Context: an optimization exercise on an open-source flow, tuned for small area. The choices shown serve that exercise and are no tape-out recipe.
The RTL of this run was laid out without a check of its function.
Power figures rest on the tool's default switching activity, not on a simulated workload.

==> design.v <==
module ps1_sampler #(
    parameter RAW_WIDTH  = 8,
    parameter N_AVG      = 3,
    parameter SAMPLE_MAX = 254
) (
    input  wire                 clk,
    input  wire                 rst,
    input  wire                 start,       
    output wire                 adc_start,   
    input  wire                 adc_busy,    
    input  wire [RAW_WIDTH-1:0] adc_data,    
    output wire                 done,        
    output wire                 res_valid,
    output wire [RAW_WIDTH-1:0] res_value
);
    localparam SUM_WIDTH = RAW_WIDTH + $clog2(N_AVG + 1);
    localparam S_IDLE  = 2'd0;
    localparam S_START = 2'd1;
    localparam S_WAIT  = 2'd2;
    localparam S_DONE  = 2'd3;
    reg [1:0]           st;
    reg [SUM_WIDTH-1:0] acc;
    reg [7:0]           cnt;
    always @(posedge clk) begin
        if (rst) begin
            st  <= S_IDLE;
            acc <= 0;
            cnt <= 0;
        end else begin
            case (st)
                S_IDLE: if (start) begin
                    st  <= S_START;
                    acc <= 0;
                    cnt <= 0;
                end
                S_START: st <= S_WAIT;
                S_WAIT: if (!adc_busy) begin
                    acc <= acc + adc_data;
                    if (cnt == N_AVG - 1) begin
                        st <= S_DONE;
                    end else begin
                        cnt <= cnt + 1'b1;
                        st  <= S_START;
                    end
                end
                default: st <= S_IDLE;   
            endcase
        end
    end
    wire [SUM_WIDTH-1:0] avg = acc / N_AVG;
    assign adc_start = (st == S_START);
    assign done      = (st == S_DONE);
    assign res_valid = (avg != 0) && (avg <= SAMPLE_MAX);
    assign res_value = res_valid ? avg[RAW_WIDTH-1:0] : {RAW_WIDTH{1'b0}};
endmodule
module ps1_weak #(
    parameter RAW_WIDTH  = 8,
    parameter N_AVG      = 3,
    parameter SAMPLE_MAX = 254,
    parameter ETMR_WIDTH = 11,
    parameter T_TRIG     = 24,
    parameter T_DWELL    = 2,
    parameter T_HOLD     = 1100
) (
    input  wire                 clk,
    input  wire                 rst,
    input  wire                 wake,
    output wire                 adc_start,
    input  wire                 adc_busy,
    input  wire [RAW_WIDTH-1:0] adc_data,
    output wire                 line_drv_low,
    output wire [1:0]           status,
    output wire                 tx_done_o,
    output wire                 sleep
);
    localparam ST_OFF = 2'b00, ST_ACTIVITY = 2'b01, ST_SUCCESS = 2'b10, ST_ERROR = 2'b11;
    localparam E_IDLE = 3'd0, E_TRIG = 3'd1, E_HIGH = 3'd2, E_LOW = 3'd3, E_HOLD = 3'd4;
    localparam W_SLEEP = 2'd0, W_ACTIVE = 2'd1, W_SAMPLE = 2'd2;
    reg [1:0]            w_st;
    reg [ETMR_WIDTH-1:0] w_tmr;
    reg [2:0]            enc_st;
    reg [ETMR_WIDTH-1:0] enc_tmr;
    reg [RAW_WIDTH-1:0]  enc_n;
    reg                  drv_low;
    reg                  tx_done;
    reg [1:0]            stat_w;
    wire                 smp_start = (w_st == W_SLEEP) && wake;
    wire                 smp_done;
    wire                 smp_valid;
    wire [RAW_WIDTH-1:0] smp_value;
    ps1_sampler #(.RAW_WIDTH(RAW_WIDTH), .N_AVG(N_AVG), .SAMPLE_MAX(SAMPLE_MAX)) u_smp (
        .clk(clk), .rst(rst), .start(smp_start),
        .adc_start(adc_start), .adc_busy(adc_busy), .adc_data(adc_data),
        .done(smp_done), .res_valid(smp_valid), .res_value(smp_value)
    );
    reg [1:0]            n_w_st;
    reg [ETMR_WIDTH-1:0] n_w_tmr;
    reg [2:0]            n_enc_st;
    reg [ETMR_WIDTH-1:0] n_enc_tmr;
    reg [RAW_WIDTH-1:0]  n_enc_n;
    reg                  n_drv_low;
    reg                  n_tx_done;
    reg [1:0]            n_stat_w;
    reg                  send_cmd;
    reg                  release_cmd;
    always @(*) begin
        n_w_st      = w_st;
        n_w_tmr     = w_tmr;
        n_enc_st    = enc_st;
        n_enc_tmr   = enc_tmr;
        n_enc_n     = enc_n;
        n_drv_low   = drv_low;
        n_tx_done   = tx_done;
        n_stat_w    = stat_w;
        send_cmd    = 1'b0;
        release_cmd = 1'b0;
        case (w_st)
            W_SLEEP: if (wake) n_w_st = W_SAMPLE;
            W_SAMPLE: if (smp_done) begin
                n_w_st   = W_ACTIVE;
                n_w_tmr  = T_HOLD;
                send_cmd = 1'b1;
            end
            default: begin   
                if (enc_st == E_IDLE) begin
                    n_w_st = W_SLEEP;
                end else if (enc_st == E_HOLD) begin
                    if (w_tmr == 1) begin
                        release_cmd = 1'b1;
                        n_w_st      = W_SLEEP;
                    end else begin
                        n_w_tmr = w_tmr - 1'b1;
                    end
                end
            end
        endcase
        if (enc_st == E_TRIG || enc_st == E_HIGH || enc_st == E_LOW) begin
            if (enc_tmr == 1) begin
                case (enc_st)
                    E_TRIG: begin
                        n_enc_st  = E_HIGH;
                        n_drv_low = 1'b0;
                        n_enc_tmr = T_DWELL;
                    end
                    E_HIGH: begin
                        if (enc_n == 0) begin
                            n_enc_st  = E_IDLE;
                            n_tx_done = 1'b1;
                            n_stat_w  = ST_SUCCESS;
                        end else begin
                            n_enc_st  = E_LOW;
                            n_drv_low = 1'b1;
                            n_enc_tmr = T_DWELL;
                            n_enc_n   = enc_n - 1'b1;
                        end
                    end
                    default: begin   
                        n_enc_st  = E_HIGH;
                        n_drv_low = 1'b0;
                        n_enc_tmr = T_DWELL;
                    end
                endcase
            end else begin
                n_enc_tmr = enc_tmr - 1'b1;
            end
        end
        if (send_cmd && n_enc_st == E_IDLE) begin
            n_tx_done = 1'b0;
            n_drv_low = 1'b1;
            if (!smp_valid) begin
                n_enc_st = E_HOLD;
                n_stat_w = ST_ERROR;
            end else begin
                n_enc_st  = E_TRIG;
                n_enc_tmr = T_TRIG;
                n_enc_n   = smp_value;
                n_stat_w  = ST_ACTIVITY;
            end
        end
        if (release_cmd && n_enc_st == E_HOLD) begin
            n_enc_st  = E_IDLE;
            n_drv_low = 1'b0;
        end
    end
    always @(posedge clk) begin
        if (rst) begin
            w_st    <= W_SLEEP;
            w_tmr   <= 0;
            enc_st  <= E_IDLE;
            enc_tmr <= 0;
            enc_n   <= 0;
            drv_low <= 1'b0;
            tx_done <= 1'b0;
            stat_w  <= ST_OFF;
        end else begin
            w_st    <= n_w_st;
            w_tmr   <= n_w_tmr;
            enc_st  <= n_enc_st;
            enc_tmr <= n_enc_tmr;
            enc_n   <= n_enc_n;
            drv_low <= n_drv_low;
            tx_done <= n_tx_done;
            stat_w  <= n_stat_w;
        end
    end
    assign line_drv_low = drv_low;
    assign status       = stat_w;
    assign tx_done_o    = tx_done;
    assign sleep        = (w_st == W_SLEEP);
endmodule
module ps1_master #(
    parameter RAW_WIDTH   = 8,
    parameter N_AVG       = 3,
    parameter SAMPLE_MAX  = 254,
    parameter COUNT_WIDTH = 16,
    parameter TMR_WIDTH   = 11,
    parameter IDLE_WIDTH  = 2,
    parameter MAX_IDLE    = 3,
    parameter T_OVF       = 2000,
    parameter T_GLITCH    = 8,
    parameter T_READ      = 1048,
    parameter T_HIGH      = 7,
    parameter T_LOW       = 4,
    parameter V_CHG_MAX   = 232,
    parameter T_INIT      = 1'b0
) (
    input  wire                   clk,
    input  wire                   rst,
    input  wire                   wake,
    input  wire                   line_in,
    output wire                   adc_start,
    input  wire                   adc_busy,
    input  wire [RAW_WIDTH-1:0]   adc_data,
    output wire                   charge_en_o,
    output wire                   retry_o,
    output wire [1:0]             status,
    output wire [2:0]             dec_state,
    output wire [COUNT_WIDTH-1:0] edge_count,
    output wire                   sleep
);
    localparam ST_OFF = 2'b00, ST_ACTIVITY = 2'b01, ST_SUCCESS = 2'b10, ST_ERROR = 2'b11;
    localparam D_IDLE = 3'd0, D_VERIFY = 3'd1, D_READING = 3'd2, D_TIMEOUT = 3'd3, D_ERROR = 3'd4;
    localparam M_SLEEP = 2'd0, M_DECODE = 2'd1, M_SAMPLE = 2'd2;
    localparam SENSE_ANY = 1'b0, SENSE_FALLING = 1'b1;
    reg [2:0]             dec_st;
    reg [COUNT_WIDTH-1:0] edge_cnt;
    reg [IDLE_WIDTH-1:0]  idle_cnt;
    reg                   edge_en;
    reg                   edge_sense;
    reg                   win_armed;
    reg [TMR_WIDTH-1:0]   win_cnt;
    reg [TMR_WIDTH-1:0]   ovf_cnt;
    reg                   sync1, sync2;
    reg                   line_p;
    reg                   thr_sel;
    reg                   charge_en;
    reg                   retry;
    reg [1:0]             stat_m;
    reg [1:0]             m_st;
    wire                 smp_start = (m_st == M_DECODE) && (dec_st == D_TIMEOUT);
    wire                 smp_done;
    wire                 smp_valid;
    wire [RAW_WIDTH-1:0] smp_value;
    ps1_sampler #(.RAW_WIDTH(RAW_WIDTH), .N_AVG(N_AVG), .SAMPLE_MAX(SAMPLE_MAX)) u_smp (
        .clk(clk), .rst(rst), .start(smp_start),
        .adc_start(adc_start), .adc_busy(adc_busy), .adc_data(adc_data),
        .done(smp_done), .res_valid(smp_valid), .res_value(smp_value)
    );
    wire [COUNT_WIDTH:0] thr_sum = smp_value + (thr_sel ? T_HIGH : T_LOW);
    wire keep = (edge_cnt < thr_sum) && (edge_cnt < V_CHG_MAX);
    reg [2:0]             n_dec_st;
    reg [COUNT_WIDTH-1:0] n_edge_cnt;
    reg [IDLE_WIDTH-1:0]  n_idle_cnt;
    reg                   n_edge_en;
    reg                   n_edge_sense;
    reg                   n_win_armed;
    reg [TMR_WIDTH-1:0]   n_win_cnt;
    reg [TMR_WIDTH-1:0]   n_ovf_cnt;
    reg                   n_thr_sel;
    reg                   n_charge_en;
    reg                   n_retry;
    reg [1:0]             n_stat_m;
    reg [1:0]             n_m_st;
    reg                   rst_cmd;
    reg                   line_s, fall, win_exp, ovf;
    always @(*) begin
        n_dec_st     = dec_st;
        n_edge_cnt   = edge_cnt;
        n_idle_cnt   = idle_cnt;
        n_edge_en    = edge_en;
        n_edge_sense = edge_sense;
        n_win_armed  = win_armed;
        n_win_cnt    = win_cnt;
        n_thr_sel    = thr_sel;
        n_charge_en  = charge_en;
        n_retry      = retry;
        n_stat_m     = stat_m;
        n_m_st       = m_st;
        rst_cmd      = 1'b0;
        case (m_st)
            M_SLEEP: if (wake) begin
                n_m_st   = M_DECODE;
                n_stat_m = ST_ACTIVITY;
                rst_cmd  = 1'b1;
            end
            M_DECODE: begin
                if (dec_st == D_ERROR) begin
                    n_charge_en = 1'b0;
                    n_retry     = 1'b0;
                    n_stat_m    = ST_ERROR;
                    n_m_st      = M_SLEEP;
                end else if (dec_st == D_TIMEOUT) begin
                    n_m_st = M_SAMPLE;
                end
            end
            default: if (smp_done) begin   
                if (!smp_valid) begin
                    n_charge_en = 1'b0;
                    n_retry     = 1'b0;
                    n_stat_m    = ST_ERROR;
                    n_m_st      = M_SLEEP;
                end else if (keep) begin
                    n_charge_en = 1'b1;
                    n_thr_sel   = 1'b1;
                    n_retry     = 1'b1;
                    n_stat_m    = ST_ACTIVITY;
                    n_m_st      = M_DECODE;
                    rst_cmd     = 1'b1;
                end else begin
                    n_charge_en = 1'b0;
                    n_thr_sel   = 1'b0;
                    n_retry     = 1'b0;
                    n_stat_m    = ST_SUCCESS;
                    n_m_st      = M_SLEEP;
                end
            end
        endcase
        line_s = sync2;
        fall   = line_p && !line_s;
        win_exp = 1'b0;
        if (win_armed) begin
            if (win_cnt == 1) begin
                win_exp     = 1'b1;
                n_win_armed = 1'b0;
                n_win_cnt   = 0;
            end else begin
                n_win_cnt = win_cnt - 1'b1;
            end
        end
        ovf       = (ovf_cnt == 1);
        n_ovf_cnt = ovf ? T_OVF : ovf_cnt - 1'b1;
        if (rst_cmd) begin
            n_dec_st     = D_IDLE;
            n_edge_cnt   = 0;
            n_idle_cnt   = 0;
            n_edge_en    = 1'b1;
            n_edge_sense = SENSE_ANY;
            n_win_armed  = 1'b0;
            n_win_cnt    = 0;
        end
        if (fall && n_edge_en) begin
            if (n_dec_st == D_IDLE) begin
                n_edge_en   = 1'b0;
                n_win_armed = 1'b1;
                n_win_cnt   = T_GLITCH;
                n_dec_st    = D_VERIFY;
            end else if (n_dec_st == D_READING) begin
                if (n_edge_cnt != {COUNT_WIDTH{1'b1}})
                    n_edge_cnt = n_edge_cnt + 1'b1;
            end
        end
        if (win_exp) begin
            if (n_dec_st == D_VERIFY) begin
                n_win_armed = 1'b0;
                n_win_cnt   = 0;
                if (line_s) begin
                    n_edge_en    = 1'b1;
                    n_edge_sense = SENSE_ANY;
                    n_dec_st     = D_IDLE;
                end else begin
                    n_edge_cnt   = 0;
                    n_win_armed  = 1'b1;
                    n_win_cnt    = T_READ;
                    n_edge_en    = 1'b1;
                    n_edge_sense = SENSE_FALLING;
                    n_dec_st     = D_READING;
                end
            end else if (n_dec_st == D_READING) begin
                n_win_armed = 1'b0;
                n_win_cnt   = 0;
                n_edge_en   = 1'b0;
                n_dec_st    = line_s ? D_TIMEOUT : D_ERROR;
            end
        end
        if (ovf && n_dec_st == D_IDLE) begin
            n_idle_cnt = n_idle_cnt + 1'b1;
            if (n_idle_cnt >= MAX_IDLE) begin
                n_edge_en = 1'b0;
                n_dec_st  = D_ERROR;
            end
        end
    end
    always @(posedge clk) begin
        if (rst) begin
            dec_st     <= D_IDLE;
            edge_cnt   <= 0;
            idle_cnt   <= 0;
            edge_en    <= 1'b1;
            edge_sense <= SENSE_ANY;
            win_armed  <= 1'b0;
            win_cnt    <= 0;
            ovf_cnt    <= T_OVF;
            sync1      <= 1'b1;
            sync2      <= 1'b1;
            line_p     <= 1'b1;
            thr_sel    <= T_INIT;
            charge_en  <= 1'b0;
            retry      <= 1'b0;
            stat_m     <= ST_OFF;
            m_st       <= M_SLEEP;
        end else begin
            dec_st     <= n_dec_st;
            edge_cnt   <= n_edge_cnt;
            idle_cnt   <= n_idle_cnt;
            edge_en    <= n_edge_en;
            edge_sense <= n_edge_sense;
            win_armed  <= n_win_armed;
            win_cnt    <= n_win_cnt;
            ovf_cnt    <= n_ovf_cnt;
            sync1      <= line_in;
            sync2      <= sync1;
            line_p     <= line_s;
            thr_sel    <= n_thr_sel;
            charge_en  <= n_charge_en;
            retry      <= n_retry;
            stat_m     <= n_stat_m;
            m_st       <= n_m_st;
        end
    end
    assign charge_en_o = charge_en;
    assign retry_o     = retry;
    assign status      = stat_m;
    assign dec_state   = dec_st;
    assign edge_count  = edge_cnt;
    assign sleep       = (m_st == M_SLEEP);
endmodule
module ps1_core (
    input  wire        clk,
    input  wire        rst,
    input  wire        wake_w,
    output wire        adc_start_w,
    input  wire        adc_busy_w,
    input  wire [7:0]  adc_data_w,
    output wire        line_drv_low,
    output wire [1:0]  status_w,
    output wire        tx_done_w,
    output wire        sleep_w,
    input  wire        wake_m,
    input  wire        line_in,
    output wire        adc_start_m,
    input  wire        adc_busy_m,
    input  wire [7:0]  adc_data_m,
    output wire        charge_en,
    output wire        retry_m,
    output wire [1:0]  status_m,
    output wire [2:0]  dec_state,
    output wire [15:0] edge_count,
    output wire        sleep_m
);
    ps1_weak u_weak (
        .clk(clk), .rst(rst), .wake(wake_w),
        .adc_start(adc_start_w), .adc_busy(adc_busy_w), .adc_data(adc_data_w),
        .line_drv_low(line_drv_low), .status(status_w), .tx_done_o(tx_done_w),
        .sleep(sleep_w)
    );
    ps1_master u_master (
        .clk(clk), .rst(rst), .wake(wake_m), .line_in(line_in),
        .adc_start(adc_start_m), .adc_busy(adc_busy_m), .adc_data(adc_data_m),
        .charge_en_o(charge_en), .retry_o(retry_m), .status(status_m),
        .dec_state(dec_state), .edge_count(edge_count), .sleep(sleep_m)
    );
endmodule
==> run.sh <==
#!/bin/bash
# synth_recipe.tcl (not shown) runs the flow's synth.tcl, then flattens the netlist and writes it again
# the make line also repeats each setting of config.mk as NAME=value (left out here)
make -C /OpenROAD-flow-scripts/flow DESIGN_CONFIG=/design/flow/config.mk WORK_HOME=/design/flow/orfs CLKGATE_MAP_FILE= SYNTH_SCRIPT=/design/flow/synth_recipe.tcl finish
==> config.mk <==
export PLATFORM = sky130hd
export DESIGN_NAME = ps1_core
export DESIGN_NICKNAME = ps1_core
export VERILOG_FILES = /design/flow/design.v
export SDC_FILE = /design/flow/constraint.sdc
export NUM_CORES = 4
export LEC_CHECK = 0
export CAP_MARGIN = 20
export CORE_MARGIN = 2
export CORE_UTILIZATION = 40
export SLEW_MARGIN = 20
==> constraint.sdc <==
create_clock -name core_clock -period 12.0 [get_ports {clk}]
set_input_delay 2.4000 -clock core_clock [delete_from_list [all_inputs] [get_ports {clk}]]
set_output_delay 2.4000 -clock core_clock [all_outputs]
set_load 0.01 [all_outputs]
==> run summary <==
Skew-Pair Late Insertion Delay=approximately 420 ps; clk buf depth=2; Max VDD drop=approximately 0.000074 V; Post-DRT Antenna Nets=0; setup_tns=0 ps; most used cell along the critical path=a21o_1; Max Slew Vio Count=0; Syn Inst Count=roughly 1300; Post-synth EDFFs=0; CORE AREA=about 0.024 mm²; Die H=~160 µm; placer congestion estimate=between 0.8 and 0.9; Iter 0 DRT Violations=approximately 480; CP required=12300 ps; first-pass GRT wire length=41400 µm; CTS tree=yes; GR Overflow Total=0; FF-to-FF Start=u_master.u_smp.acc[9]; clock skew=approximately 13 ps; # rows=57; Synth Register Bits=133; fin crit share=0.910; die area=approximately 0.026 mm²; worst hold slack=between 400 and 500 ps; Peak Freq=just over 90 MHz; async set-reset flop share out of synthesis=0; crit path max fanout=24; pwr/cell area=a little under 100 mW/mm²; worst min path class=reg2reg; crit path launch=u_master.u_smp.acc[9]; n_diodes=0; register area share after synthesis=0.270; Crit. End Element=register; Max Cap Violations=0; final hold vios=0; 1st-pass router iterations=7; post-DP HPWL=approximately 18000 µm; min-delay src=u_master.sync1; DRC Markers=0; kind of critical path=reg2reg; minimum clock period=roughly 11000 ps; number of distinct library cells after synthesis=approximately 100; DR vias/cell=between 5 and 6; most frequent cells in the layout=nor2_1, dfxtp_1, nand2_1, a21oi_1; outcome=finished clean; CTS buffer count=17; share of cells above drive strength 1=0.0738; routed vias=roughly 9000; syn_nets=1334; Top FF cell, synth=dfxtp_1; Clock Sinks=roughly 130; Total Wirelength=about 25000 µm; Root Driver=clkbuf_16; RSZ-0062 raised after global routing=no; CP arrival=between 10000 and 15000 ps; Global Route Usage Sum=0.191; Rel. slew slack=0.380; CP max stage delay=between 800 and 900 ps; final setup fails=0; io pins=54; slowest stage cell on the critical path=dfxtp_1; Post-Syn Area per Cell=7.80 µm²; vias in the first global route=8550; Die X=about 160 µm; port bufs=53; WL per Instance=15.3 µm; P&R area growth vs syn=13.4%; Nets=around 1300; YS warnings=3; clk slew on worst S/H paths=about 60 ps; most common cell after layout, fill and taps aside=nor2_1; Critical Path Start Type=register; H-tree depth=4; Static Leak=between 4 and 5 nW; Worst-Margin Slew=around 900 ps; Cell Area, Synth=just under 0.01 mm²; largest net degree at the start of global routing=~60; CTS Hold Bufs=0; Initial Util=0.406; initial antenna violation count=0
state kept, by name (all words and copies together) (netlist names), 2 cells and up:
| signal | cells |
|---|---|
| u_master.idle_cnt | 2 |
| u_weak.stat_w | 2 |
| u_weak.enc_st | 3 |
| u_master.u_smp.cnt | 8 |
| u_master.ovf_cnt | 11 |
| u_weak.u_smp.st | 2 |
| u_master.dec_st | 3 |
| u_master.edge_cnt | 16 |
| u_master.stat_m | 2 |
| u_weak.w_st | 2 |
| u_weak.u_smp.cnt | 8 |
| u_master.m_st | 2 |
| u_master.u_smp.acc | 10 |
| u_master.u_smp.st | 2 |
| u_weak.u_smp.acc | 10 |
| u_weak.w_tmr | 11 |
| u_weak.enc_tmr | 11 |
| u_weak.enc_n | 8 |
| u_master.win_cnt | 11 |
logic make-up after synthesis:
family | share of synthesized area
adders and majority gates | 0.0643
xor gates and xnor gates | 0.0774
buffers and inverters | 0.0481
DFF | 0.270
AOI/OAI and AO/OA | 0.232
and+or+nand+nor | 0.281
muxes | 0.0269
per-stage QoR:
stage	instances	util	cell area, µm²	total power [mW]	worst slack [ps]
finish	1612	0.461	11200	1.11	1080
global route	1612	0.461	11200	1.16	75.3
CTS	1612	0.461	11200	1.12	996
detailed placement	1580	0.435	10500	0.570	1040
global placement	1580	0.435	10500	0.569	1350
floorplan	1263	-	9850	0.541	1590
worst max-delay path: cells and delay by family, from the launching register on:
family | cells | cell delay [ps]
AO/OA/AOI/OAI | 18 | 4440
AND/OR/NAND/NOR | 12 | 2720
adder cells (fa/ha/maj) | 6 | 1750
flip-flops | 1 | 820
buffers and inverters | 4 | 580
multiplexers | 1 | 250
XOR/XNOR | 1 | 230
cell usage after synthesis, drive strengths merged, types with 7 or more instances:
cell,n,area share
nor2b,22,0.014
o31ai,13,0.011
nor4b,7,0.0069
a211oi,20,0.016
nand2,88,0.034
or4,8,0.0065
a21oi,85,0.044
o21ai,47,0.024
o211ai,12,0.0097
xnor2,52,0.046
nor4,15,0.0095
nand3,49,0.027
buf,21,0.013
nand4,14,0.0089
or3,7,0.0044
ha,45,0.057
and3,16,0.010
nor3,53,0.027
xor2,35,0.031
a2111oi,10,0.014
nand2b,19,0.012
nand3b,10,0.0076
a21o,24,0.018
a31oi,15,0.010
o2111ai,7,0.0069
and2,14,0.0089
mux2i,22,0.022
or2,8,0.0051
clkbuf,49,0.019
nor2,177,0.076
inv,42,0.016
a22oi,19,0.014
dfxtp,133,0.27
metal layers:
layer	track usage	part of all wire	vias to the layer above
met3	0.0341	0.044	43
met5	0	0	-
li1	-	-	4625
met2	0.320	0.47	192
met1	0.248	0.47	4222
met4	0.0605	0.018	0
power breakdown:
part | leakage [nW] | total (mW) | internal [mW] | switching [mW]
Combinational | 2.77 | 0.0967 | 0.0406 | 0.0562
Sequential | 1.08 | 0.463 | 0.451 | 0.0121
Clock | 0.299 | 0.546 | 0.333 | 0.214
path summary, 6_finish.rpt:
path,endpoint,slack (ps),cells after the start
hold / removal,u_master.sync2,410,1
setup / recovery,u_master.edge_cnt[15],1080,42
setup reg to reg,u_master.edge_cnt[15],1080,42
hold reg to reg,u_master.sync2,410,1
timing repair:
item,in CTS,in global routing
gates resized for setup,0,1
endpoints found under the setup margin,0,1
setup buffers,0,0
final cells by class:
class | instances | area [µm²]
Sequential cell | 133 | 2660
Timing Repair Buffer | 63 | 601
Clock inverter | 15 | 194
Inverter | 44 | 165
Clock buffer | 17 | 425
Tap cell | 324 | 405
Fill cell | 2462 | 13100
Multi-Input combinational cell | 1016 | 6720

separate check: timing with driven ports:
The flow's constraints put no driver on any port. The routed layout listed below was extracted and timed again, unchanged, in two steps.
Step 1: set_driving_cell puts a clkbuf_16 on clk and a buf_2 on each other input, an assumption about the parent block.
Step 2 also shifts input and output timing later by t, the mid clock arrival at the registers, as if the neighbouring blocks saw the same clock.
Three values: no drivers, after step 1, after step 2; two values: the first two.
shift t [ns]: 0.459
slack for setup (ns): 1.085 / 1.085 / 1.085
slew at the worst register clock pin (ns): 0.07 / 0.07
worst slew at a driven data input, ns: 0.05
pins driven straight from the clock port: 1
After both steps setup and hold are still met in this run. For this run, drivers alone change the setup slack by 0.000 ns; drivers and shift together by 0.000 ns.
